Context: an optimization exercise on an open-source flow, tuned for small area. The choices shown serve that exercise and are no tape-out recipe. In this exercise RTL edits were held to simulation tests only and were not proved equivalent to the original. Power is estimated from default activity; no workload was simulated.

==> design.v <==
module permutation_table_rom (
    input  wire        clk,
    input  wire        rst,
    input  wire        host_we,
    input  wire [1:0]  host_addr,
    input  wire [15:0] host_wdata,
    output wire [1:0]  state,
    output wire [1:0]  ecode,
    output wire [63:0] result,
    output wire [15:0] arg_rd,
    output wire [15:0] cmd_rd,
    output wire        mem_req,
    output wire [15:0] mem_addr,
    input  wire        mem_gnt,
    input  wire [7:0]  mem_rdata
);
    localparam [1:0] S_IDLE = 2'd0, S_BUSY = 2'd1, S_DONE = 2'd2, S_ERROR = 2'd3;
    localparam [1:0] A_CK = 2'd0, A_JK = 2'd1, A_FN = 2'd2, A_TL = 2'd3;
    localparam [5:0] P_RD  = 6'd0,  P_M1A = 6'd1,  P_G1  = 6'd2,  P_M1B = 6'd3,
                     P_MOD1= 6'd4,  P_U1  = 6'd5,  P_M2A = 6'd6,  P_G2  = 6'd7,
                     P_M2B = 6'd8,  P_MOD2= 6'd9,  P_U2  = 6'd10, P_H2  = 6'd11,
                     P_JM  = 6'd13, P_J3  = 6'd14,
                     P_JF  = 6'd15, P_JF9 = 6'd16, P_JFX = 6'd18,
                     P_JFG = 6'd19, P_JFM = 6'd20, P_JFE = 6'd21,
                     P_F1  = 6'd22, P_F2  = 6'd23, P_F3  = 6'd24, P_FL  = 6'd25,
                     P_FH  = 6'd26, P_TL  = 6'd27, P_FIN = 6'd28, P_JFR = 6'd29,
                     P_J4  = 6'd12, P_JX0 = 6'd17, P_JS  = 6'd30, P_SW1 = 6'd31,
                     P_SW2 = 6'd32, P_SW3 = 6'd33, P_FN2 = 6'd34, P_FN3 = 6'd35;
    function [33:0] radd;
        input [32:0] x, z;
        input        ci;
        integer j;
        reg c;
        begin
            c = ci;
            for (j = 0; j < 33; j = j + 1) begin
                radd[j] = x[j] ^ z[j] ^ c;
                c = (x[j] & z[j]) | (x[j] & c) | (z[j] & c);
            end
            radd[33] = c;
        end
    endfunction
    function [7:0] tf;
        input [7:0] a;
        reg [33:0] p, q, r;
        begin
            p  = radd({25'd0, a[4:0], 3'd0}, {25'd0, {a[2:0], 5'd0} ^ {a[0], 7'd0}}, 1'b0);
            q  = radd({25'd0, p[7:0]}, {25'd0, ~a}, 1'b0);
            r  = radd({25'd0, q[7:0]}, 33'd14, 1'b0);
            tf = r[7:0];
        end
    endfunction
    function [16:0] red;
        input [17:0] v;
        reg [33:0] d;
        begin
            d   = radd({15'd0, v}, {15'h7fff, ~18'd104851}, 1'b1);
            red = d[18] ? v[16:0] : d[16:0];
        end
    endfunction
    reg [1:0]  st;
    reg        ebusy;
    reg [15:0] arg_q, cmd_q;
    reg [31:0] X, Y, G;
    reg [32:0] A;
    reg [7:0]  B;
    reg [15:0] idx;
    reg [5:0]  ph;
    reg [3:0]  k;
    reg        pass, fc;
    reg [1:0]  asv;
    assign state  = st;
    assign ecode  = (st == S_ERROR) ? (ebusy ? 2'd2 : 2'd1) : 2'd0;
    assign result = {X, Y};
    assign arg_rd = arg_q;
    assign cmd_rd = cmd_q;
    wire [1:0] alg  = cmd_q[1:0];
    wire [1:0] wsel = cmd_q[3:2];
    wire busy   = (st == S_BUSY);
    wire at_end = (idx == arg_q);
    wire rd     = (ph == P_RD);
    assign mem_req  = busy && rd && !at_end;
    assign mem_addr = idx;
    wire go     = mem_gnt && !at_end;       
    wire [15:0] w = host_wdata;
    wire w_hash  = (w[7:5] == 3'd0) && (w[1:0] != 2'd3) && (w[3:2] != 2'd0) && (w[15:8] == 8'd0);
    wire w_tlkup = (w[7:5] == 3'd0) && (w[1:0] == 2'd3) && (w[3:2] == 2'd0) && !w[4];
    wire [7:0]  b = B;
    wire [15:0] u = idx ^ {8'd0, b};
    wire        m1  = (ph == P_M1B);
    wire        sub = (ph == P_M2A);
    wire        m1a = (ph == P_M1A);
    wire [33:0] sm = radd({16'd0, m1 ? {idx, 1'b0} : m1a ? {1'b0, idx} : {1'b0, u}},
                          {{25{sub}}, b ^ {8{sub}}}, sub);
    reg  [19:0] mv;
    always @(*) begin
        case (ph)
            P_M1A:   mv = {12'd0, b};
            P_M1B, P_M2A, P_M2B: mv = {{2{sm[17] & sub}}, sm[17:0]};
            P_JM:    mv = 20'd1025;
            P_JF9:   mv = 20'd9;
            P_JFM:   mv = 20'd32769;
            default: mv = 20'd435;
        endcase
    end
    wire [20:0] mvx = {mv, 1'b0};
    wire [2:0]  trip = mvx[{k, 1'b0} +: 3];
    wire booth  = (ph == P_M1A) || (ph == P_M1B) || (ph == P_M2A) || (ph == P_M2B) ||
                  (ph == P_JM) || (ph == P_JF9) || (ph == P_JFM) || (ph == P_FL) || (ph == P_FH);
    wire d_one = booth ? (trip[0] ^ trip[1]) : 1'b1;
    wire d_two = booth && ((trip == 3'b011) || (trip == 3'b100));
    wire modp  = (ph == P_MOD1) || (ph == P_MOD2);
    wire d_neg = booth ? (trip[2] && !(trip[1] && trip[0])) : modp;
    wire        fnb = (alg == A_FN);
    wire [7:0]  bf  = fnb ? b : 8'd0;
    wire [31:0] klo = {bf[0], 12'd0, bf, 11'd0};
    wire [31:0] khi = {3'd0, bf, 14'd0, bf[7:1]};
    wire [31:0] llo = {1'b0, bf, 15'd0, bf};
    wire [31:0] lhi = {13'd0, bf, 11'd0};
    wire [31:0] jkw = (alg == A_JK) ? {16'd0, arg_q ^ {8'd0, mem_rdata & {8{rd}}}} : 32'd0;
    reg  [31:0] opa, mc;
    reg         mc_hi;
    always @(*) begin
        opa = {A[29:0], 2'b00}; mc = G; mc_hi = 1'b0;
        case (ph)
            P_H2:  begin opa = X; mc = Y; end
            P_RD:  begin opa = X; mc = jkw; end   
            P_G1, P_G2, P_JFE, P_J3, P_JX0: begin opa = A[31:0]; mc = 32'd0; end    
            P_JF, P_JFG, P_JS, P_SW1, P_SW2, P_SW3, P_FIN: begin opa = X; mc = 32'd0; end   
            P_JFR: begin opa = 32'd0; mc = 32'h1234abcd; end
            P_JFX: begin opa = {11'd0, X[31:11]}; mc = jkw; end
            P_J4:  begin opa = {6'd0, X[31:6]}; mc = 32'd0; end
            P_F1:  begin opa = A[31:0]; mc = klo; end
            P_F2:  begin opa = G; mc = khi; end
            P_FL:  begin mc = Y; end
            P_MOD1, P_MOD2: begin opa = {14'd0, A[32:15]}; mc = 32'd104851; end
            P_FH:  begin opa = {G[29:0], asv}; mc = X; mc_hi = 1'b1; end
            default: ;
        endcase
    end
    wire [31:0] mc2 = {mc[30:0], mc_hi & Y[31]};
    wire [31:0] opb = (({32{d_one}} & mc) | ({32{d_two}} & mc2)) ^ {32{d_neg}};
    wire        cin = (ph == P_F2 || ph == P_FH) ? fc : d_neg;
    wire [33:0] sum = radd({1'b0, opa}, {1'b0, opb}, cin);
    wire [31:0] S   = sum[31:0];
    wire        co  = sum[32];
    wire [7:0]  bi  = sm[7:0];    
    wire        mix2 = (ph == P_M2A) || (ph == P_U2);
    reg  [7:0]  ta_g, ta_c;
    reg  [3:0]  lane;
    always @(*) begin
        ta_g = 8'd0; ta_c = 8'd0; lane = 4'd0;
        case (ph)
            P_M1A: case (k)
                4'd4: begin ta_g = G[7:0];  ta_c = bi;          lane = 4'b1000; end
                4'd3: begin ta_g = G[15:8]; ta_c = idx[7:0];    lane = 4'b0100; end
                4'd2: begin                 ta_c = bi ^ idx[7:0]; lane = 4'b0001; end
                default: ;
            endcase
            P_M2A: case (k)
                4'd8: begin ta_g = G[7:0];  ta_c = b ^ idx[7:0]; lane = 4'b1000; end
                4'd7: begin ta_g = G[15:8]; ta_c = b;            lane = 4'b0100; end
                4'd6: begin                 ta_c = idx[7:0];     lane = 4'b0001; end
                default: ;
            endcase
            P_U1, P_U2: begin ta_g = A[23:16]; lane = 4'b0010; end
            P_TL: begin ta_c = cmd_q[15:8]; lane = 4'b0001; end
            default: ;
        endcase
    end
    wire [7:0]  tv = tf(ta_g ^ ta_c);
    wire [31:0] tl = {lane[3] ? tv : 8'd0, lane[2] ? tv : 8'd0, lane[1] ? tv : 8'd0, lane[0] ? tv : 8'd0};
    wire ylane = mix2 || (ph == P_TL);
    wire xlane = !ylane && (lane != 4'd0);
    wire [16:0] r1   = S[31] ? A[31:15] : S[16:0];
    wire [16:0] r2   = red({r1, A[14]});
    wire [32:0] amod = {r2, A[13:0], 2'b00};
    wire [15:0] f16 = Y[31:16] ^ Y[15:0];
    reg [31:0] xi, yi;
    always @(*) begin
        xi = 32'd0; yi = 32'd0;
        if (busy) ;
        else if (w[4]) begin
            if (w[1:0] == A_JK)
                case (w[3:2])
                    2'd1:    yi = 32'h0000_3c29;
                    2'd2:    yi = 32'h3b9a_ca07;
                    default: begin xi = 32'h0de0_b6b3; yi = 32'ha764_0003; end
                endcase
        end else if (w[1:0] == A_CK) begin
            xi = 32'hfab1c0e1; yi = 32'hca140be5;
        end
    end
    wire last_k = (k == 4'd0);
    wire [15:0] idx1 = radd({17'd0, idx}, 33'd0, 1'b1);
    reg [1:0] xs;    
    reg [1:0] rxs;   
    reg [1:0] ys;    
    reg [1:0] rys;   
    reg [1:0] qs;    
    reg [2:0] as;    
    reg [1:0] gs;    
    reg       sgn;
    always @(*) begin
        xs = 2'd0; rxs = 2'd0;
        ys = 2'd0; rys = 2'd0; qs = 2'd2;
        as = 3'd0; gs = 2'd0;
        sgn = Y[31];
        if (xlane) begin xs = 2'd1; rxs = 2'd1; qs = 2'd1; end
        if (ylane) begin ys = 2'd1; rys = 2'd1; qs = 2'd1; end
        case (ph)
            P_RD: if (go) begin
                case (alg)
                    A_CK: begin gs = 2'd1; qs = 2'd0; xs = 2'd1; rxs = 2'd2; as = 3'd3; end
                    A_JK: begin gs = 2'd1; as = 3'd3; end
                    default: ;
                endcase
            end else if (at_end && alg == A_FN) begin
            end
            P_M1A, P_M1B, P_M2A, P_M2B, P_JM, P_JF9, P_JFM: as = 3'd1;
            P_G1, P_G2, P_JF, P_JFG: begin gs = 2'd1; as = 3'd3; end
            P_MOD1, P_MOD2: as = 3'd2;
            P_H2: begin gs = 2'd1; as = 3'd3; ys = 2'd1; rys = 2'd2; end
            P_J3, P_JX0: begin xs = 2'd1; rxs = 2'd0; end
            P_J4, P_JFX, P_JFR: begin xs = 2'd1; rxs = 2'd1; end
            P_JS, P_SW1, P_SW3: begin ys = 2'd1; rys = 2'd0; if (ph != P_JS) qs = 2'd0; end
            P_SW2: begin xs = 2'd1; rxs = 2'd0; qs = 2'd0; end
            P_JFE: begin
                xs = 2'd1; rxs = 2'd0;
                if (!pass) ys = 2'd2;
            end
            P_F1: begin ys = 2'd1; rys = 2'd0; end
            P_F2: begin xs = 2'd1; rxs = 2'd0; end
            P_F3: begin gs = 2'd3; as = 3'd4; end
            P_FL: as = 3'd1;
            P_FH: gs = 2'd1;
            P_FIN: if (wsel != 2'd3) begin ys = 2'd1; rys = 2'd0; qs = 2'd0; end    
            P_FN2: ys = 2'd3;                                                        
            P_FN3: xs = 2'd3;                                                        
            default: ;
        endcase
    end
    reg [31:0] rx, ry, q0;
    always @(*) begin
        case (rxs)
            2'd0: rx = 32'd0;
            2'd1: rx = X;
            default: rx = {X[24:0], X[31:25]};
        endcase
        case (rys)
            2'd0: ry = 32'd0;
            2'd1: ry = Y;
            default: ry = {Y[22:0], Y[31:23]};
        endcase
        case (qs)
            2'd1: q0 = tl;
            default: q0 = S;
        endcase
    end
    wire [31:0] Q = q0 ^ ((ph == P_F1) ? llo : (ph == P_F2) ? lhi : (qs == 2'd0) ? Y : 32'd0);
    wire [32:0] ainit = (fnb && !busy) ? 33'h084222325 : 33'd0;
    wire cmdw  = !busy && (st != S_ERROR) && host_we && (host_addr == 2'd1) && (w_hash || w_tlkup);
    wire abort = busy && host_we && !host_addr[1];
    wire run   = busy && !abort;
    wire x_x = run && (xs == 2'd1), x_c = (run && (xs == 2'd2)) || cmdw, x_s = run && (xs == 2'd3);
    wire x_h = !(x_x || x_c || x_s);
    wire y_x = run && (ys == 2'd1), y_c = (run && (ys == 2'd2)) || cmdw, y_f = run && (ys == 2'd3);
    wire y_h = !(y_x || y_c || y_f);
    wire g_q = run && (gs == 2'd1), g_f = run && (gs == 2'd3), g_c = cmdw && !w[4];
    wire g_h = !(g_q || g_f || g_c);
    wire a_s = run && (as == 3'd1), a_m = run && (as == 3'd2), a_c = (run && (as == 3'd3)) || (cmdw && !w[4]);
    wire a_f = run && (as == 3'd4);
    wire a_h = !(a_s || a_m || a_c || a_f);
    wire [32:0] ainit_c = (busy ? fnb : (w[1:0] == A_FN)) ? 33'h084222325 : 33'd0;
    wire [31:0] xn = ({32{x_x}} & (rx ^ Q)) | ({32{x_c}} & xi) | ({32{x_s}} & {32{sgn}}) | ({32{x_h}} & X);
    wire [31:0] yn = ({32{y_x}} & (ry ^ Q)) | ({32{y_c}} & yi) | ({32{y_f}} & {{16{f16[15]}}, f16}) | ({32{y_h}} & Y);
    wire [31:0] gn = ({32{g_q}} & Q) | ({32{g_f}} & {X[1:0], Y[31:2]}) | ({32{g_c}} & 32'hcbf29ce4) | ({32{g_h}} & G);
    wire [32:0] an = ({33{a_s}} & {1'b0, S}) | ({33{a_m}} & amod) |
                     ({33{a_c}} & ainit_c) | ({33{a_f}} & {1'b0, Y[1:0], 30'd0}) | ({33{a_h}} & A);
    wire i_c = cmdw || (run && ph == P_JFR);
    wire i_n = run && ((ph == P_U2) || (ph == P_J4) || (ph == P_FH && last_k));
    wire [15:0] idxn = ({16{i_n}} & idx1) | ({16{!(i_c || i_n)}} & idx);
    always @(posedge clk) begin
        idx <= idxn;
        X <= xn;
        Y <= yn;
        G <= gn;
        A <= an;
    end
    always @(posedge clk) begin
        if (rst) begin
            st    <= S_IDLE;
            ebusy <= 1'b0;
            arg_q <= 16'd0;
            cmd_q <= 16'd0;
        end else if (busy) begin
            if (host_we && !host_addr[1]) begin
                st    <= S_ERROR;
                ebusy <= 1'b1;
            end else begin
                if (ph == P_FL) begin asv <= A[31:30]; fc <= co; end
                if (ph == P_F1) fc <= co;
                case (ph)
                    P_RD: begin
                        if (at_end) begin
                            if (alg == A_FN) begin
                                B    <= 8'd0;            
                                ph   <= P_F1;
                                pass <= 1'b1;
                            end else
                                ph <= (alg == A_JK) ? P_JF : P_FIN;
                        end else if (mem_gnt) begin
                            B <= mem_rdata;
                            case (alg)
                                A_CK: begin k <= 4'd4; ph <= P_M1A; end
                                A_JK: begin k <= 4'd5; ph <= P_JM; end
                                default: ph <= P_F1;
                            endcase
                        end
                    end
                    P_M1A, P_M1B, P_M2A, P_M2B, P_JM, P_JF9, P_JFM: begin
                        k <= k - 4'd1;
                        if (last_k) begin
                            case (ph)
                                P_M1A: ph <= P_G1;
                                P_M1B: begin ph <= P_MOD1; k <= 4'd7; end
                                P_M2A: ph <= P_G2;
                                P_M2B: begin ph <= P_MOD2; k <= 4'd7; end
                                P_JM:  ph <= P_J3;
                                P_JF9: ph <= P_JX0;
                                default: ph <= P_JFE;
                            endcase
                        end
                    end
                    P_G1: begin k <= 4'd9; ph <= P_M1B; end
                    P_G2: begin k <= 4'd8; ph <= P_M2B; end
                    P_MOD1, P_MOD2: begin
                        k <= k - 4'd1;
                        if (last_k) ph <= (ph == P_MOD1) ? P_U1 : P_U2;
                    end
                    P_U1: ph <= P_H2;
                    P_H2: begin k <= 4'd8; ph <= P_M2A; end
                    P_U2: ph <= P_RD;
                    P_TL: ph <= P_FIN;
                    P_JFR: begin pass <= 1'b1; ph <= P_RD; end
                    P_J3: ph <= P_J4;
                    P_J4: ph <= P_RD;
                    P_JX0: ph <= P_JFX;
                    P_JS: ph <= P_JFR;
                    P_SW1: ph <= P_SW2;
                    P_SW2: ph <= P_SW3;
                    P_SW3: st <= S_DONE;
                    P_JF: begin k <= 4'd2; ph <= P_JF9; end
                    P_JFX: ph <= P_JFG;
                    P_JFG: begin k <= 4'd8; ph <= P_JFM; end
                    P_JFE: begin
                        if (pass) ph <= P_SW1;
                        else if (wsel == 2'd3 && arg_q != 16'd0) ph <= P_JS; else if (wsel == 2'd3) st <= S_DONE;
                        else ph <= P_FIN;
                    end
                    P_F1: ph <= P_F2;
                    P_F2: ph <= pass ? P_FIN : P_F3;
                    P_F3: begin k <= 4'd4; ph <= P_FL; end
                    P_FL: ph <= P_FH;
                    P_FH: begin
                        k <= k - 4'd1;
                        if (last_k) ph <= P_RD;
                        else ph <= P_FL;
                    end
                    P_FIN: begin
                        if (wsel == 2'd3) st <= S_DONE;
                        else ph <= (wsel == 2'd1) ? P_FN2 : P_FN3;
                    end
                    P_FN2: ph <= P_FN3;
                    default: st <= S_DONE;    
                endcase
            end
        end else if (st != S_ERROR && host_we) begin
            if (host_addr == 2'd0) begin
                arg_q <= host_wdata;
            end else if (host_addr == 2'd1) begin
                cmd_q <= w;
                if (!(w_hash || w_tlkup)) begin
                    st    <= S_ERROR;
                    ebusy <= 1'b0;
                end else begin
                    if (w[4]) st <= S_DONE;
                    else begin
                        pass <= 1'b0;
                        ph   <= w_tlkup ? P_TL : P_RD;
                        st   <= S_BUSY;
                    end
                end
            end
        end
    end
endmodule
==> flow/run.sh <==
#!/bin/bash
set -euo pipefail
export BUFFER_PORTS_ARGS="-buffer_cell sky130_fd_sc_hd__buf_1"
export CTS_ARGS="-sink_clustering_enable -repair_clock_nets -dont_use_dummy_load -buf_list sky130_fd_sc_hd__clkbuf_4"
export GPL_KEEP_OVERFLOW=0
bash standard.sh > standard_flow.log 2>&1
==> standard.sh <==
#!/bin/bash
# synth_recipe.tcl (not shown) runs the flow's synth.tcl, then flattens the netlist and writes it again
# the make line also repeats each setting of config.mk as NAME=value (left out here)
make -C /OpenROAD-flow-scripts/flow DESIGN_CONFIG=/design/flow/config.mk WORK_HOME=/design/flow/orfs CLKGATE_MAP_FILE= SYNTH_SCRIPT=/design/flow/synth_recipe.tcl "${@:-finish}"
==> config.mk <==
export PLATFORM = sky130hd
export DESIGN_NAME = permutation_table_rom
export DESIGN_NICKNAME = permutation_table_rom
export VERILOG_FILES = /design/flow/design.v
export SDC_FILE = /design/flow/constraint.sdc
export NUM_CORES = 4
export LEC_CHECK = 0
export CAP_MARGIN = 20
export CORE_MARGIN = 2
export CORE_UTILIZATION = 40
export PLACE_DENSITY = 0.6
export SLEW_MARGIN = 20
==> constraint.sdc <==
create_clock -name core_clock -period 110.0 [get_ports {clk}]
set_input_delay 22.0000 -clock core_clock [delete_from_list [all_inputs] [get_ports {clk}]]
set_output_delay 22.0000 -clock core_clock [all_outputs]
set_load 0.01 [all_outputs]
==> reports/qor.yml, run 1 <==
finalSetupTns_ps: 0
placeableCoreArea_um2: 46400
yosysWarnings: 1
slew_violations: 0
crit_required_ps: 110700
place_ws_ps: 66350
cts.clk_slew.worst_paths_ps: 60
root_buffer: "sky130_fd_sc_hd__clkbuf_4"
avgViaCountPerCell: 7.16
synth.ff_latch_count: 202
postSynth.asyncResetShare_pct: 0
avgSynthCellArea_um2: 7.97
synth.cell_area_um2: 18700
achievable-frequency_mhz: 23.2
crit_cells: 72
placed_cell_area_um2: 20100
fin_total_pwr_mw: 0.228
critical-path-top-cell-by-count: "sky130_fd_sc_hd__fa_1"
crit_family: "adder cells"
timing.hold.worst.start: "cmd_q[4]"
setup_repair_after_global_routing_missed_its_margin: "false"
p_leak_nw: 7.30
layoutNonFillerInstCount: 2994
yosys.cell_types.count: 94
report.final.hold_viol_count: 0
routed_wl_um: 98300
power_density_nw_per_um2: 11.1
die_height_um: 220
final_common_cell: "sky130_fd_sc_hd__nand2_1"
die_w_um: 220
final_min_period_over_clock_period_pct: 39.1
cp-start-kind: "primary input"
grt_antenna_before_repair: 3
critPathArrivalTime_ps: 43710
r2r-start: "ph[1]"
antenna_violating_nets_post_route: 0
tritoncts_clock_tree: "built"
syn-num-nets: 2479
fillCellCount: 4618
floorplan.die_area_um2: 48500
num_rows: 79
synth_mux_area_share_pct: 3.10
r2r.worst_path.cells: 101
ys.flop_type: "sky130_fd_sc_hd__dfxtp_1"
end_kind: "flip-flop"
synthAdderAreaFrac_pct: 9.05
overflow: 0
min_path_cells: 2
dominant_combinational_cell_family_by_area_after_synthesis: "compound AO/OA/AOI/OAI gates"
leading_cell_types_in_the_layout_fill_and_taps_excluded: "sky130_fd_sc_hd__nand2_1, sky130_fd_sc_hd__dfxtp_1, sky130_fd_sc_hd__a22oi_1"
drt_drc_violations_left: 0
synth_compound_area_share_pct: 35.1
place_hpwl_um: 73000
clkLatencyLatePin_ps: 890
clock_tree.buffer_depth: 3
detailroute.via_count: 21451
timing.final.ws_setup_ps: 66980
placement.io_buffers: 146
multi_input_area_um2: 13500
final-seq-area_um2: 4260
cts_inserted_buffers: 58
wire_per_inst_um: 32.8
cts_num_sinks: 202
synth-edff-count: 22
layout_min_cycle_time_ps: 43020
timing_worst_setup_path_type: "primary input to flip-flop"
gp_congestion: 1.02
post_route_cells_drive_above_1_share_pct: 8.69
worst_clock_skew_ps: 151
detail_route.first_pass.iterations: 7
path_buf_inv: 12
number_of_i_o_pins: 147
initialDrtViolationCount: 3996
setup_viol: 0
pin_count_of_the_biggest_net_entering_global_routing: 45
seq_area_frac_synth_pct: 22.8
critical_path.startpoint: "mem_rdata[0]"
tightest_pin_transition_ps: 1180
worst-path-max-fanout: 20
cap_violations: 0
post_cts_resized: 0
grtUsageTotal_pct: 39.8
postSynthCellCount: 2345
cts.htree.levels: 2
postCtsSetupRepairBufs: 0
max_slew_margin_pct: 20.7
crit_slowest_cell: "sky130_fd_sc_hd__fa_1"
post_layout_inst_area_um2: 20500
syn_to_final_growth_pct: 9.96
cpPeakStageDelay_ps: 1300
synth-simple-area-share_pct: 15.9
placed_cells: 2929
vdd_drop_max_uv: 9.66
first_global_vias: 19972
worst_hold_path_type: "flip-flop to flip-flop"
grt_first_pass_wirelength_um: 140000
starting_density_of_the_core_pct: 40.3
hold_buffer_count_at_cts: 0
num-nets-final: 2517
run_status: "timing/DRC/antenna clean"
synth_xor_xnor_area_share_pct: 7.81
-- layer usage --
layer | track usage (%) | wire length [µm] | share of wire [%] | up-vias
met1 | 53.0 | 38900 | 40 | 10376
li1 | - | - | - | 9036
met5 | 0 | 164 | 0.17 | -
met2 | 56.7 | 40000 | 41 | 1636
met3 | 13.3 | 13300 | 13 | 399
met4 | 21.0 | 5970 | 6.1 | 4
-- final timing paths --
kind | end | slack, ps
worst min register to register | cmd_q[4] | 460
worst min-delay path | cmd_q[4] | 460
worst max register to register | A[31] | 77980
worst max-delay path | A[31] | 66980
-- sequential cells by signal (all words and copies together) (netlist names) --
register,flops
k,4
B,8
idx,16
Y,32
pass,1
ebusy,1
st,2
ph,6
fc,1
A,33
X,32
asv,2
G,32
cmd_q,16
arg_q,16
-- synthesized netlist by cell type, types with 24 or more instances --
cell | instances | area [µm²]
sky130_fd_sc_hd__buf_2 | 46 | 230
sky130_fd_sc_hd__xnor2_1 | 84 | 736
sky130_fd_sc_hd__and2_1 | 24 | 150
sky130_fd_sc_hd__o211ai_1 | 33 | 248
sky130_fd_sc_hd__nor3_1 | 24 | 120
sky130_fd_sc_hd__fa_1 | 52 | 1040
sky130_fd_sc_hd__ha_1 | 52 | 651
sky130_fd_sc_hd__o221ai_1 | 60 | 526
sky130_fd_sc_hd__dfxtp_1 | 180 | 3600
sky130_fd_sc_hd__inv_1 | 70 | 263
sky130_fd_sc_hd__o21ai_1 | 45 | 225
sky130_fd_sc_hd__clkbuf_1 | 149 | 559
sky130_fd_sc_hd__a221o_1 | 27 | 270
sky130_fd_sc_hd__a21oi_1 | 155 | 776
sky130_fd_sc_hd__nand2_1 | 246 | 923
sky130_fd_sc_hd__nand3_1 | 65 | 325
sky130_fd_sc_hd__nor2_1 | 108 | 405
sky130_fd_sc_hd__a22oi_1 | 178 | 1340
sky130_fd_sc_hd__o21ai_0 | 163 | 816
sky130_fd_sc_hd__a221oi_1 | 52 | 455
sky130_fd_sc_hd__mux2i_1 | 32 | 320
sky130_fd_sc_hd__xor2_1 | 61 | 534
sky130_fd_sc_hd__a222oi_1 | 42 | 420
-- worst register-to-register path: cells and delay by family, from the launching register on --
family / cells / cell delay (ps)
compound gates: 10 / 2350
xor+xnor: 1 / 170
fa+ha+maj: 66 / 24530
buf+inv: 16 / 1380
flops: 1 / 810
mux: 2 / 640
simple gates: 6 / 2040
-- stage by stage --
stage | utilization, % | hold WS [ps]
global placement | 41.2 | 442
detailed placement | 43.3 | 450
CTS | 44.2 | 458
global route | 44.3 | 488
finish | 44.3 | 459
floorplan | - | 425
-- kinds of logic after synthesis --
family	after synthesis
flip-flops	202
multiplexers	55
AND/OR/NAND/NOR	606
buffers and inverters	289
XOR/XNOR	155
adder cells (fa/ha/maj)	104
AO/OA/AOI/OAI	934
-- where the power goes --
part	internal, mW	total (mW)	switching (mW)
Combinational	0.0239	0.0593	0.0354
Clock	0.0236	0.0562	0.0327
Sequential	0.0827	0.112	0.0297
Total	0.130	0.228	0.0978
-- area by class of cell --
class	instances	area share [%]
Antenna cell	6	0.0731
Tap cell	607	3.70
Timing Repair Buffer	195	6.42
Multi-Input combinational cell	1854	65.6
Clock buffer	58	2.12
Sequential cell	202	20.8
Inverter	72	1.32
==> run 2, diff against run 1 <==
==> flow/run.sh (replaced) <==
#!/bin/bash
set -euo pipefail
export BUFFER_PORTS_ARGS="-buffer_cell sky130_fd_sc_hd__buf_1"
export CTS_ARGS="-sink_clustering_enable -repair_clock_nets -dont_use_dummy_load -buf_list sky130_fd_sc_hd__clkbuf_4"
bash standard.sh > standard_flow.log 2>&1
--- a/config.mk
+++ b/config.mk
@@ -7,6 +7,6 @@
 export LEC_CHECK = 0
 export CAP_MARGIN = 20
 export CORE_MARGIN = 2
-export CORE_UTILIZATION = 40
-export PLACE_DENSITY = 0.6
+export CORE_UTILIZATION = 35
+export PLACE_DENSITY = 0.5
 export SLEW_MARGIN = 20
==> run 2 against run 1 <==
  * Flip-flop and latch count did not move
  * Still clean
  * Clock skew fell by 5.1 ps
  * Fmax rose by 2.3%
  * Sequential power fell by 8%
  * Combinational power rose by 19%
==> reports/qor.yml, run 2 <==
postCtsSetupRepairBufs: 0
placement.io_buffers: 146
setup_repair_after_global_routing_missed_its_margin: "false"
syn-num-nets: 2479
floorplan.die_area_um2: 55200
grt_first_pass_wirelength_um: 144000
power_density_nw_per_um2: 11.3
antenna_violating_nets_post_route: 0
final_common_cell: "sky130_fd_sc_hd__nand2_1"
tightest_pin_transition_ps: 1130
achievable-frequency_mhz: 23.8
synthDominantCellAreaShare_pct: 19.3
synth.cell_area_um2: 18700
die_w_um: 235
detail_route.first_pass.iterations: 10
place_hpwl_um: 74700
crit_slowest_cell: "sky130_fd_sc_hd__fa_1"
slew_violations: 0
vdd_drop_max_uv: 8.85
placed_cell_area_um2: 20000
num_rows: 84
min_path_cells: 2
final_min_period_over_clock_period_pct: 38.2
detailroute.via_count: 21396
fin_total_pwr_mw: 0.231
syn_to_final_growth_pct: 9.40
number_of_i_o_pins: 147
clkLatencyLatePin_ps: 920
end_kind: "flip-flop"
grtUsageTotal_pct: 34.9
regToRegEndpoint: "A[31]"
library_cell_with_the_highest_instance_count_after_synthesis: "sky130_fd_sc_hd__nand2_1"
r2r.worst_path.cells: 101
cell_type_contributing_the_most_total_cell_area_after_synthesis: "sky130_fd_sc_hd__dfxtp_1"
avgSynthCellArea_um2: 7.97
met1_length_um: 42000
tritoncts_clock_tree: "built"
registers.top_by_ff_count: "A"
leading_cell_types_in_the_layout_fill_and_taps_excluded: "sky130_fd_sc_hd__nand2_1, sky130_fd_sc_hd__dfxtp_1, sky130_fd_sc_hd__a22oi_1"
r2r-start: "ph[0]"
place_ws_ps: 66840
postSynth.asyncResetShare_pct: 0
clock_power_share_pct: 24.9
cts.clk_slew.worst_paths_ps: 50
seq_area_frac_synth_pct: 22.8
met2_length_um: 40900
p_leak_nw: 7.37
post_layout_inst_area_um2: 20400
yosysWarnings: 1
reg2reg_setup_slack_ps: 79790
cpPeakStageDelay_ps: 560
synth-edff-count: 22
routed_wl_um: 101000
timing.final.ws_setup_ps: 67930
power_switching_mw: 0.0981
largest_register_ffs: 33
cts_num_sinks: 202
num-nets-final: 2560
worst_hold_path_type: "flip-flop to flip-flop"
pin_count_of_the_biggest_net_entering_global_routing: 56
clock_tree.buffer_depth: 3
yosys.cell_types.count: 94
die_height_um: 235
timing_worst_setup_path_type: "primary input to flip-flop"
cts_inserted_buffers: 61
swShare_pct: 42.4
run_status: "timing/DRC/antenna clean"
placeableCoreArea_um2: 52700
wl_met3_um: 11600
root_buffer: "sky130_fd_sc_hd__clkbuf_4"
worst-path-max-fanout: 19
report.final.hold_viol_count: 0
postSynthCellCount: 2345
critical-path-top-cell-by-count: "sky130_fd_sc_hd__fa_1"
cap_violations: 0
synth.ff_latch_count: 202
grt_antenna_before_repair: 5
top_post_synthesis_cells_by_area: "sky130_fd_sc_hd__dfxtp_1, sky130_fd_sc_hd__a22oi_1, sky130_fd_sc_hd__fa_1"
finalSetupTns_ps: 0
share_seq_of_total_power_pct: 44.6
gp_congestion: 1.00
part_of_the_power_in_combinational_logic_pct: 30.4
top_routing_layer_in_use: "met5"
ys.flop_type: "sky130_fd_sc_hd__dfxtp_1"
drt_drc_violations_left: 0
max_slew_margin_pct: 23.9
avgViaCountPerCell: 6.87
overflow: 0
crit_required_ps: 110720
first_global_vias: 20137
layout_min_cycle_time_ps: 42070
post_synth_most_frequent_cells: "sky130_fd_sc_hd__nand2_1, sky130_fd_sc_hd__dfxtp_1, sky130_fd_sc_hd__a22oi_1"
critPathArrivalTime_ps: 42780
timing.hold.worst.start: "cmd_q[7]"
p_int_mw: 0.133
wire_per_inst_um: 32.3
hold_buffer_count_at_cts: 0
initialDrtViolationCount: 3303
starting_density_of_the_core_pct: 35.5
cp-start-kind: "primary input"
post_route_cells_drive_above_1_share_pct: 9.74
worst_clock_skew_ps: 146
timing.hold.worst_endpoint: "cmd_q[7]"
setup_viol: 0
cts.htree.levels: 2
post_cts_resized: 0
-- run 2: power by group through the flow --
stage	clock (mW)	combinational (mW)	sequential, mW
floorplan	0	0.0363	0.0963
global placement	0	0.0671	0.103
detailed placement	0	0.0676	0.103
CTS	0.0590	0.0680	0.102
global route	0.0622	0.0738	0.103
finish	0.0577	0.0704	0.103
-- run 2: worst max path at each step --
stage                     endpoint          from  slack (ps)
after floorplan              A[28]  mem_rdata[0]       67530
after global placement       A[31]  mem_rdata[0]       66910
after detailed placement     A[31]  mem_rdata[0]       66840
after CTS                    A[31]  mem_rdata[0]       67630
after global routing         A[31]  mem_rdata[0]       67020
final                        A[31]  mem_rdata[0]       67930
-- run 2: cell type report --
class	instances	area, µm²
Tap cell	688	861
Fill cell	5521	32200
Multi-Input combinational cell	1854	13400
Timing Repair Buffer	235	1220
Antenna cell	2	5.00
Inverter	72	270
Sequential cell	202	4260
Clock buffer	61	458
-- run 2: kinds of logic after synthesis --
| logic type | count (synthesis) | share of synthesized area, % |
|---|---|---|
| compound gates | 934 | 35.1 |
| mux | 55 | 3.10 |
| flops | 202 | 22.8 |
| xor+xnor | 155 | 7.81 |
| simple gates | 606 | 15.9 |
| fa+ha+maj | 104 | 9.05 |
| buf+inv | 289 | 6.25 |
-- run 2: metrics by stage --
step           utilization (%)  std cells  hold WS [ps]
2_1_floorplan                -       2345           425
6_report                  38.8       3114           457
4_1_cts                   38.8       3111           457
3_3_place_gp              37.9       3050           446
3_5_place_dp              37.9       3050           449
5_1_grt                   38.8       3113           481
-- run 2: critical path: cells and delay by family --
kind | cells | cell delay [ps]
fa+ha+maj | 47 | 17260
simple gates | 3 | 240
buf+inv | 12 | 1180
compound gates | 4 | 1010
xor+xnor | 2 | 310
mux | 3 | 770
-- run 2: metal layers --
layer / global-route usage [%] / vias up
met5: 0 / -
met4: 18.9 / 4
met3: 7.60 / 301
met2: 49.2 / 1497
met1: 49.2 / 10473
li1: - / 9121
==> run 3, diff against run 2 <==
--- a/design.v
+++ b/design.v
@@ -127,7 +127,7 @@
             P_RD:  begin opa = X; mc = jkw; end   
             P_G1, P_G2, P_JFE, P_J3, P_JX0: begin opa = A[31:0]; mc = 32'd0; end    
             P_JF, P_JFG, P_JS, P_SW1, P_SW2, P_SW3, P_FIN: begin opa = X; mc = 32'd0; end   
-            P_JFR: begin opa = 32'd0; mc = 32'h1234abcd; end
+            P_JFR: begin opa = 32'd0; mc = 32'd0; end
             P_JFX: begin opa = {11'd0, X[31:11]}; mc = jkw; end
             P_J4:  begin opa = {6'd0, X[31:6]}; mc = 32'd0; end
             P_F1:  begin opa = A[31:0]; mc = klo; end
@@ -257,7 +257,8 @@
             default: q0 = S;
         endcase
     end
-    wire [31:0] Q = q0 ^ ((ph == P_F1) ? llo : (ph == P_F2) ? lhi : (qs == 2'd0) ? Y : 32'd0);
+    wire [31:0] Q = q0 ^ ((ph == P_F1) ? llo : (ph == P_F2) ? lhi : (qs == 2'd0) ? Y :
+                          (ph == P_JFR) ? 32'h1234abcd : 32'd0);
     wire [32:0] ainit = (fnb && !busy) ? 33'h084222325 : 33'd0;
     wire cmdw  = !busy && (st != S_ERROR) && host_we && (host_addr == 2'd1) && (w_hash || w_tlkup);
     wire abort = busy && host_we && !host_addr[1];
==> run 3 against run 2 <==
  * Clock skew fell by 71 ps
  * Highest routed layer unchanged
  * Still clean
  * Sequential power rose by 48%
  * Fmax fell by 1.3%
  * Area after synthesis fell by 0.15%
  * Sequential share of layout area rose by 0.072 points
  * Design area fell by 0.34%
  * Global-route usage rose by 0.24 points
  * Critical path depth rose by 1
  * Via count fell by 2.5%
==> reports/qor.yml, run 3 <==
worst-path-max-fanout: 20
ys.flop_type: "sky130_fd_sc_hd__dfxtp_1"
finalSetupTns_ps: 0
synth.cell_area_um2: 18700
avgViaCountPerCell: 6.82
critPathArrivalTime_ps: 43300
setup_viol: 0
grt_util_met3_pct: 11.3
seq_area_frac_synth_pct: 22.9
first_global_vias: 19393
registers.top_by_ff_count: "A"
slew_violations: 0
timing.final.ws_setup_ps: 67400
post_synth_most_frequent_cells: "sky130_fd_sc_hd__nand2_1, sky130_fd_sc_hd__dfxtp_1, sky130_fd_sc_hd__a22oi_1"
largest_register_ffs: 33
placed_cells: 2994
cts.htree.levels: 2
placeableCoreArea_um2: 52700
setup_repair_after_global_routing_missed_its_margin: "false"
clkLatencyLatePin_ps: 850
cap_violations: 0
cell_type_contributing_the_most_total_cell_area_after_synthesis: "sky130_fd_sc_hd__dfxtp_1"
drt_drc_violations_left: 0
share_seq_of_total_power_pct: 35.0
power_switching_mw: 0.233
achievable-frequency_mhz: 23.5
placement.io_buffers: 146
post_layout_inst_area_um2: 20400
syn_to_final_growth_pct: 9.19
antenna_violating_nets_post_route: 0
overflow: 0
layout.core_utilization_pct: 38.7
grtUsageTotal_pct: 35.2
power_density_nw_per_um2: 21.3
final_common_cell: "sky130_fd_sc_hd__nand2_1"
clock_power_share_pct: 13.6
yosysWarnings: 1
timing_worst_setup_path_type: "primary input to flip-flop"
met1_usage_pct: 48.9
floorplan.die_area_um2: 55200
avgSynthCellArea_um2: 8.16
hold_buffer_count_at_cts: 0
run_status: "timing/DRC/antenna clean"
leading_cell_types_in_the_layout_fill_and_taps_excluded: "sky130_fd_sc_hd__nand2_1, sky130_fd_sc_hd__dfxtp_1, sky130_fd_sc_hd__a22oi_1"
crit_required_ps: 110700
gp_congestion: 1.04
p_int_mw: 0.200
post_route_cells_drive_above_1_share_pct: 11.3
max_slew_margin_pct: 20.0
root_buffer: "sky130_fd_sc_hd__clkbuf_4"
post_cts_resized: 0
synth.ff_latch_count: 202
routed_wl_um: 102000
globalRouteMet2Util_pct: 48.9
cpPeakStageDelay_ps: 530
globalRoute.busiestLayer: "met2"
grt_antenna_before_repair: 8
worst_hold_path_type: "flip-flop to flip-flop"
crit_family: "adder cells"
postSynthCellCount: 2286
starting_density_of_the_core_pct: 35.4
die_height_um: 235
fin_total_pwr_mw: 0.434
detail_route.first_pass.iterations: 12
layoutNonFillerInstCount: 3059
vdd_drop_max_uv: 10.2
hold-worst-slack_ps: 458
final_min_period_over_clock_period_pct: 38.7
yosys.cell_types.count: 108
grt_first_pass_wirelength_um: 144000
number_of_i_o_pins: 147
place_ws_ps: 66420
tightest_pin_transition_ps: 1190
synth-edff-count: 22
swShare_pct: 53.8
place_hpwl_um: 74300
postCtsSetupRepairBufs: 0
cts_inserted_buffers: 61
wire_per_inst_um: 33.2
clock_tree.buffer_depth: 3
crit_slowest_cell: "sky130_fd_sc_hd__fa_1"
layout_min_cycle_time_ps: 42600
placed_cell_area_um2: 19900
postSynth.asyncResetShare_pct: 0
die_w_um: 235
end_kind: "flip-flop"
initialDrtViolationCount: 3429
path_buf_inv: 13
report.final.hold_viol_count: 0
synthDominantCellAreaShare_pct: 19.3
cts_num_sinks: 202
part_of_the_power_in_combinational_logic_pct: 51.4
critical-path-top-cell-by-count: "sky130_fd_sc_hd__fa_1"
p_leak_nw: 7.45
cts.clk_slew.worst_paths_ps: 60
tritoncts_clock_tree: "built"
pin_count_of_the_biggest_net_entering_global_routing: 61
num_rows: 84
num-nets-final: 2504
syn-num-nets: 2420
library_cell_with_the_highest_instance_count_after_synthesis: "sky130_fd_sc_hd__nand2_1"
worst_clock_skew_ps: 75.1
top_post_synthesis_cells_by_area: "sky130_fd_sc_hd__dfxtp_1, sky130_fd_sc_hd__a22oi_1, sky130_fd_sc_hd__fa_1"
cp-start-kind: "primary input"
detailroute.via_count: 20854
## run 3: cell types whose count changed after synthesis, sizes merged, moves of 15 or more
| cell | previous run | this run |
|---|---|---|
| a221o | 27 | 55 |
| clkbuf | 149 | 122 |
| o221ai | 60 | 4 |
| nor2 | 108 | 128 |
| o211ai | 33 | 11 |
| o21ai | 211 | 159 |
| xor2 | 61 | 98 |
| buf | 68 | 83 |
| nand3 | 65 | 34 |
## run 3: kinds of logic (layout without fill, tap and decap cells)
logic type                 after synthesis  in the layout  share of synthesized area [%]
AOI/OAI and AO/OA                      864            864                           33.7
xor gates and xnor gates               188            188                           9.27
adders and majority gates              104            104                           9.07
buffers and inverters                  276            358                           6.43
DFF                                    202            202                           22.9
muxes                                   61             61                           3.51
other                                    0              3                              0
and+or+nand+nor                        591            591                           15.1
## run 3: power by group through the flow
stage | Sequential (mW) | Combinational [mW] | Clock, mW
global route | 0.149 | 0.231 | 0.0628
global placement | 0.148 | 0.210 | 0
floorplan | 0.125 | 0.119 | 0
finish | 0.152 | 0.223 | 0.0592
CTS | 0.146 | 0.212 | 0.0603
detailed placement | 0.147 | 0.211 | 0
## run 3: area by class of cell
type,instances,area (µm²)
clock buffer,61,458
inverter,71,267
timing repair buffer,226,1160
antenna,3,7.51
sequential,202,4260
tap,688,861
multi-input combinational,1808,13400
fill,5549,32300
## run 3: worst reg2reg max path: cells and delay by family (launching register included)
kind            cells  cell delay (ps)
compound gates     10             2510
buf+inv            17             1780
flops               1              360
xor+xnor            2              480
mux                 2              760
simple gates        7             2170
fa+ha+maj          65            23050
## run 3: routing by layer
layer	part of all wire, %	routed length (µm)	up-vias
met5	0.057	58	-
met4	5.0	5080	8
met3	13	13200	327
met2	40	40700	1606
met1	42	42400	10141
li1	-	-	8772
## run 3: worst paths after layout
| kind | from | endpoint | cells past startpoint | slack, ps |
|---|---|---|---|---|
| worst min register to register | cmd_q[7] | cmd_q[7] | 2 | 460 |
| worst max register to register | ph[4] | A[31] | 103 | 78800 |
| worst max-delay path | mem_rdata[0] | A[31] | 72 | 67400 |
| worst min-delay path | cmd_q[7] | cmd_q[7] | 2 | 460 |
==> run 4, diff against run 3 <==
--- a/config.mk
+++ b/config.mk
@@ -7,6 +7,6 @@
 export LEC_CHECK = 0
 export CAP_MARGIN = 20
 export CORE_MARGIN = 2
-export CORE_UTILIZATION = 35
-export PLACE_DENSITY = 0.5
+export CORE_UTILIZATION = 40
+export PLACE_DENSITY = 0.6
 export SLEW_MARGIN = 20
==> run 4 against run 3 <==
  * Sequential share of layout area up 0.17 points
  * Clock skew increased by 35 ps
  * Via count is 1.2% higher
  * Fmax up 0.24%
  * Sequential power about the same
  * Combinational power barely moved
  * Highest routed layer unchanged
  * Critical path type unchanged
  * Global-route usage increased by 4.9 points
  * Flip-flop and latch count unchanged
  * Die area down 12%
  * Clock power is 2% lower
==> reports/qor.yml, run 4 <==
run_status: "timing/DRC/antenna clean"
synth.ff_latch_count: 202
clkLatencyLatePin_ps: 860
num-nets-final: 2499
place_hpwl_um: 73100
timing.hold.worst.start: "cmd_q[7]"
post_synth_most_frequent_cells: "sky130_fd_sc_hd__nand2_1, sky130_fd_sc_hd__dfxtp_1, sky130_fd_sc_hd__a22oi_1"
share_seq_of_total_power_pct: 34.9
r2r-start: "ph[4]"
synth.cell_area_um2: 18700
swShare_pct: 53.4
crit_required_ps: 110670
gp_congestion: 1.05
finalSetupTns_ps: 0
hold-worst-slack_ps: 460
yosysWarnings: 1
multi_input_area_um2: 13300
yosys.cell_types.count: 108
seq_area_frac_synth_pct: 22.9
layout_min_cycle_time_ps: 42500
routed_wl_um: 99600
cts_inserted_buffers: 60
power_density_nw_per_um2: 21.2
die_w_um: 220
post_cts_resized: 0
power_switching_mw: 0.228
top_post_synthesis_cells_by_area: "sky130_fd_sc_hd__dfxtp_1, sky130_fd_sc_hd__a22oi_1, sky130_fd_sc_hd__fa_1"
clock_tree.buffer_depth: 3
worst-path-max-fanout: 20
cts_num_sinks: 202
placement.io_buffers: 146
timing_worst_setup_path_type: "primary input to flip-flop"
final_min_period_over_clock_period_pct: 38.6
setup_crit_end: "A[31]"
antenna_violating_nets_post_route: 0
critical-path-top-cell-by-count: "sky130_fd_sc_hd__fa_1"
final-seq-area_um2: 4260
worst_hold_path_type: "flip-flop to flip-flop"
cpPeakStageDelay_ps: 560
synth-edff-count: 22
max_slew_margin_pct: 21.7
tightest_pin_transition_ps: 1170
leading_cell_types_in_the_layout_fill_and_taps_excluded: "sky130_fd_sc_hd__nand2_1, sky130_fd_sc_hd__dfxtp_1, sky130_fd_sc_hd__a22oi_1"
grtUsageTotal_pct: 40.1
regToRegEndpoint: "A[31]"
critical_path.startpoint: "mem_rdata[0]"
largest_register_ffs: 33
wire_per_inst_um: 33.5
placed_cells: 2909
grt_antenna_before_repair: 8
final_common_cell: "sky130_fd_sc_hd__nand2_1"
vdd_drop_max_uv: 16.2
worst_clock_skew_ps: 110
cell_type_contributing_the_most_total_cell_area_after_synthesis: "sky130_fd_sc_hd__dfxtp_1"
cap_violations: 0
drt_drc_violations_left: 0
postCtsSetupRepairBufs: 0
placeableCoreArea_um2: 46300
avgViaCountPerCell: 7.10
grt_first_pass_wirelength_um: 141000
synthDominantCellAreaShare_pct: 19.3
avgSynthCellArea_um2: 8.16
library_cell_with_the_highest_instance_count_after_synthesis: "sky130_fd_sc_hd__nand2_1"
cts.htree.levels: 2
syn_to_final_growth_pct: 8.31
end_kind: "flip-flop"
achievable-frequency_mhz: 23.5
registers.top_by_ff_count: "A"
cp-start-kind: "primary input"
critPathArrivalTime_ps: 43170
detail_route.first_pass.iterations: 12
slew_violations: 0
tritoncts_clock_tree: "built"
p_leak_nw: 7.42
cts.clk_slew.worst_paths_ps: 60
reg2reg_setup_slack_ps: 78890
number_of_i_o_pins: 147
pin_count_of_the_biggest_net_entering_global_routing: 61
num_rows: 79
initialDrtViolationCount: 3792
p_int_mw: 0.199
report.final.hold_viol_count: 0
layoutNonFillerInstCount: 2975
root_buffer: "sky130_fd_sc_hd__clkbuf_4"
floorplan.die_area_um2: 48400
detailroute.via_count: 21111
first_global_vias: 19229
overflow: 0
ys.flop_type: "sky130_fd_sc_hd__dfxtp_1"
layout.core_utilization_pct: 43.7
clock_power_share_pct: 13.5
die_height_um: 220
crit_slowest_cell: "sky130_fd_sc_hd__a211oi_4"
syn-num-nets: 2420
fillCellCount: 4800
setup_repair_after_global_routing_missed_its_margin: "false"
starting_density_of_the_core_pct: 40.3
postSynthCellCount: 2286
postSynth.asyncResetShare_pct: 0
hold_buffer_count_at_cts: 0
post_route_cells_drive_above_1_share_pct: 10.9
part_of_the_power_in_combinational_logic_pct: 51.5
r2r.worst_path.cells: 102
setup_viol: 0
[run 4: worst min path at each step]
stage	to	cells after the start
after floorplan	A[32]	2
after global placement	A[32]	2
after detailed placement	cmd_q[7]	2
after CTS	cmd_q[7]	2
after global routing	cmd_q[5]	2
final	cmd_q[7]	2
[run 4: logic make-up after synthesis]
kind of cell             share of synthesized area (%)
buffers and inverters                             6.43
AO/OA/AOI/OAI                                     33.7
adder cells (fa/ha/maj)                           9.07
multiplexers                                      3.51
AND/OR/NAND/NOR                                   15.1
flip-flops                                        22.9
XOR/XNOR                                          9.27
[run 4: cell type report]
class | count | share of cell area (%)
diodes | 5 | 0.0619
clock buffers | 60 | 2.23
flip-flops and latches | 202 | 21.1
multi-input cells | 1808 | 66.0
well taps | 607 | 3.76
inverters | 71 | 1.32
repair buffers | 222 | 5.58
[run 4: power by group through the flow]
stage	clock network (mW)	registers [mW]	logic, mW
2_1_floorplan	0	0.125	0.119
3_3_place_gp	0	0.146	0.207
3_5_place_dp	0	0.146	0.208
4_1_cts	0.0581	0.145	0.209
5_1_grt	0.0613	0.147	0.227
6_report	0.0578	0.149	0.220
[run 4: metal layers]
layer | vias to the layer above | global-route usage, % | wire length, µm
met5 | - | 0.729 | 65
met4 | 4 | 20.9 | 5960
met3 | 376 | 12.1 | 13000
met2 | 1793 | 59.7 | 42600
met1 | 10181 | 51.9 | 38000
li1 | 8757 | - | -
[run 4: metrics by stage]
step / power, mW / cell area [µm²] / setup slack, ps
final: 0.427 / 20200 / 67500
after global routing: 0.436 / 20200 / 66740
after CTS: 0.412 / 20200 / 67160
after detailed placement: 0.354 / 19700 / 66430
after global placement: 0.353 / 19700 / 66420
after floorplan: 0.244 / 18700 / 67230
[run 4: worst max-delay path: cells and delay by family]
family / cells / cell delay (ps)
multiplexers: 3 / 1000
AND/OR/NAND/NOR: 1 / 80
AO/OA/AOI/OAI: 5 / 1350
adder cells (fa/ha/maj): 48 / 17360
buffers and inverters: 12 / 980
XOR/XNOR: 2 / 360

[re-timing with driven ports]
Ports are ideal in the flow. The routed layouts listed here were re-timed in OpenROAD.
Step 1 assumes that a clkbuf_16 drives the clock port and a buf_2 every other input.
Step 2 moves the port delays by t, midway between the first and last clock arrival at a register: inputs arrive t later, outputs are due t later. That takes back most of the time a late clock gives input paths.
Three values: no drivers, after step 1, after step 2; two values: the first two.
run | shift t [ns] | slack for setup (ns) | latest minus earliest clock arrival (ns) | slew at the worst register clock pin (ns) | pins driven straight from the clock port
run 1 | 0.869 | 66.984 / 67.013 / 66.143 | 0.151 / 0.151 | 0.07 / 0.07 | 1
run 2 | 0.902 | 67.933 / 67.964 / 67.062 | 0.146 / 0.146 | 0.07 / 0.07 | 1
run 3 | 0.877 | 67.400 / 67.402 / 66.525 | 0.075 / 0.075 | 0.07 / 0.07 | 1
run 4 | 0.864 | 67.502 / 67.528 / 66.665 | 0.110 / 0.109 | 0.07 / 0.07 | 1
After both steps every run listed still meets setup and hold. The setup slack of run 3, which loses most, moves by +0.002 ns with the drivers and by -0.875 ns with both steps.
